Background: an optimization exercise with open tools, aiming at small area and few clock cycles. Do not read the settings as production practice. Function was checked by simulation only, so behaviour that the tests miss may differ from the original. Power is estimated from default activity; no workload was simulated.

## gree_ir_codec
module gree_ir_codec (
    input  wire        clk,
    input  wire        rst,           
    input  wire        cmd_valid,
    output wire        cmd_ready,
    input  wire [31:0] cmd_word,
    input  wire [63:0] cmd_din,
    output wire        rsp_valid,
    output wire        rsp_illegal,
    output wire [63:0] rsp_val,
    output wire        tx_valid,
    input  wire        tx_ready,
    output wire        tx_mark,
    output wire [31:0] tx_dur,
    output wire [7:0]  rx_addr,
    input  wire [31:0] rx_data,
    input  wire [15:0] rx_len
);
==> flow/config.mk <==
export PLATFORM = sky130hd
export DESIGN_NAME = gree_ir_codec
export DESIGN_NICKNAME = gree_ir_codec
export VERILOG_FILES = /design/flow/design.v
export SDC_FILE = /design/flow/constraint.sdc
export NUM_CORES = 4
export LEC_CHECK = 0
export CAP_MARGIN = 20
export CORE_MARGIN = 2
export CORE_UTILIZATION = 50
export SLEW_MARGIN = 20
==> flow/constraint.sdc <==
create_clock -name core_clock -period 6.0 [get_ports {clk}]
set_input_delay 1.2000 -clock core_clock [delete_from_list [all_inputs] [get_ports {clk}]]
set_output_delay 1.2000 -clock core_clock [all_outputs]
set_load 0.01 [all_outputs]
standard.sh (not shown) runs the stock make flow with config.mk's settings and CLKGATE_MAP_FILE= SYNTH_SCRIPT=/design/flow/synth_recipe.tcl, a recipe that flattens the netlist after the stock synthesis.
==> flow/flow/run.sh <==
#!/bin/bash
# Layout flow: the standard ORFS flow with three changes.
#  1. Synthesis maps the logic with an area-oriented ABC script (flow/abc_map.script)
#     in place of ORFS's delay-oriented one; everything else in synthesis is the
#     standard script, so the registers are the standard synthesis's.
#  2. Port buffers are sky130_fd_sc_hd__buf_1 cells.
#  3. CTS uses small clock buffers and no dummy loads.
# Each step's output goes to its own log file in this folder.
set -euo pipefail
W=$(pwd)
rm -rf "$W/scripts_area"
cp -r "$FLOW_HOME/scripts" "$W/scripts_area"
cp "$W/flow/abc_map.script" "$W/scripts_area/abc_speed.script"

bash "$W/standard.sh" "SCRIPTS_DIR=$W/scripts_area" synth > "$W/log_1_synth.txt" 2>&1
bash "$W/standard.sh" \
  "BUFFER_PORTS_ARGS=-buffer_cell sky130_fd_sc_hd__buf_1" \
  "CTS_ARGS=-sink_clustering_enable -repair_clock_nets -dont_use_dummy_load -buf_list sky130_fd_sc_hd__clkbuf_8" \
  finish > "$W/log_2_layout.txt" 2>&1
==> flow/flow/abc_map.script <==
&get -n
&st
&dch
&nf -R 1000
&put
mfs2
strash
&get -n
&st
&dch
&nf -R 1000
&put
mfs2
strash
&get -n
&st
&dch
&nf -R 1000
&put
mfs2
strash
&get -n
&st
&dch
&nf -R 1000
&put
mfs2
strash
&get -n
&st
&dch
&nf -R 1000
&put
mfs2
strash
&get -n
&st
&dch
&nf -R 1000
&put
mfs2
strash
&get -n
&dch
&nf -R 1000
&put
topo
stime -c
The first run finished with timing, DRC and antenna clean.
Testbench counts at the start, summed over its fixed seeds: cycles 481,055.
Rerun with:
--- a/flow/design.v
+++ b/flow/design.v
@@ -235,30 +235,25 @@
     wire dec_end = (cnt == 8'd139) || (cnt == 8'd1 && rx_len < 16'd140);
     wire dec_done = dec_act & (dec_bad | dec_end);
     wire dec_succ = dec_act & ~dec_bad & dec_end;
     wire       cs_bit  = c_data & ~u_b2;
     wire       cs_b    = m_one ^ ck_nib;
     wire       cs_ci   = acc_c & (u_lo != 2'd0);
     wire       cs_s    = acc[0] ^ cs_b ^ cs_ci;
     wire       cs_co   = (acc[0] & cs_b) | (acc[0] & cs_ci) | (cs_b & cs_ci);
-    wire       c_jmp    = dec_act & (cnt[2:0] == 3'b001);
-    wire       c_inc    = dec_act | cnt[0];
-    wire [1:0] c_lo     = m[1:0] + {1'b0, c_inc};
-    wire       c_ci     = c_jmp | (c_inc & (m[1:0] == 2'b11));
-    wire [4:0] c_hi     = m[6:2] + {4'd0, c_ci};
-    wire [7:0] cnt_step = {c_hi, c_jmp ? 2'b01 : c_lo, cnt[0] ^ ~dec_act};
     reg [7:0] dec_next;
     always @(*) begin
         if (cnt == 8'd137)      dec_next = 8'd3;
         else if (cnt == 8'd57)  dec_next = 8'd11;
         else if (cnt == 8'd129) dec_next = 8'd0;
         else if (cnt == 8'd138) dec_next = 8'd1;
         else if (cnt == 8'd1)   dec_next = 8'd139;
-        else                    dec_next = cnt_step;
+        else if (cnt[2:0] == 3'b001) dec_next = cnt + 8'd10;
+        else                    dec_next = cnt + 8'd2;
     end
     assign rx_addr = cnt;
     assign cmd_ready   = ~busy | enc_done;
     assign rsp_valid   = rsp_q | enc_done;
     wire       ill_q   = num[7];
     wire       sel_rec = num[8];
     wire       sel_dec = num[9];
     assign rsp_illegal = ill_q;
@@ -294,17 +289,17 @@
                 nnz <= nnz | nbit;
             end
             if (tx_ready) begin
                 if (enc_last) begin
                     cnt <= 8'd0;
                     nbw <= 1'b1;
                     nnz <= 1'b0;
                 end else begin
-                    cnt <= cnt_step;
+                    cnt <= cnt + 8'd1;
                 end
             end
         end else if (dec_act) begin
             cnt <= dec_next;
             if (c_data)
                 dec_y <= {m_one, dec_y[63:1]};
             if (dec_first)
                 num[4:0] <= {1'b0, 4'd11};
The new run completed without violations.
Count of clock-buffer cells in the layout stays the same.
Clock skew goes up by 0.0071 ns.
Final area rises by a few percent.
Worst setup slack is worse by 0.021 ns.
Non-clock buffer count is higher by 11.
Clock power rose by a few percent.
Flip-flop and latch count stays the same.
Global-route usage climbs by 1.4 points.
Total power rises slightly.
Core utilization climbs by 1.0 points.
Fmax falls slightly.
Sequential share of layout area fell by 0.98 points.
Testbench counts after the change, summed over its fixed seeds: cycles 481,055.

what the ideal ports hide:
In the flow no input, the clock included, has a driving cell. The finished layouts below were timed again as built, in two steps.
Step 1 sets driving cells, clkbuf_16 on the clock port and buf_2 on the other inputs (assumed; they add their load-dependent delay and slew).
Step 2 moves the port delays by t, midway between the first and last clock arrival at a register: inputs arrive t later, outputs are due t later. That takes back most of the time a late clock gives input paths.
a / b / c = no drivers / after step 1 / after step 2; a / b = the first two.
run | shift t [ns] | setup slack, ns | slew at the worst register clock pin (ns)
the first run | 0.489 | 0.289 / 0.310 / -0.179 | 0.10 / 0.10
the second run | 0.504 | 0.268 / 0.282 / -0.223 | 0.11 / 0.11
Met with ideal ports but missed after step 2: setup timing in the first run and the second run. The setup slack of the second run, which loses most, moves by +0.014 ns with the drivers and by -0.491 ns with both steps.
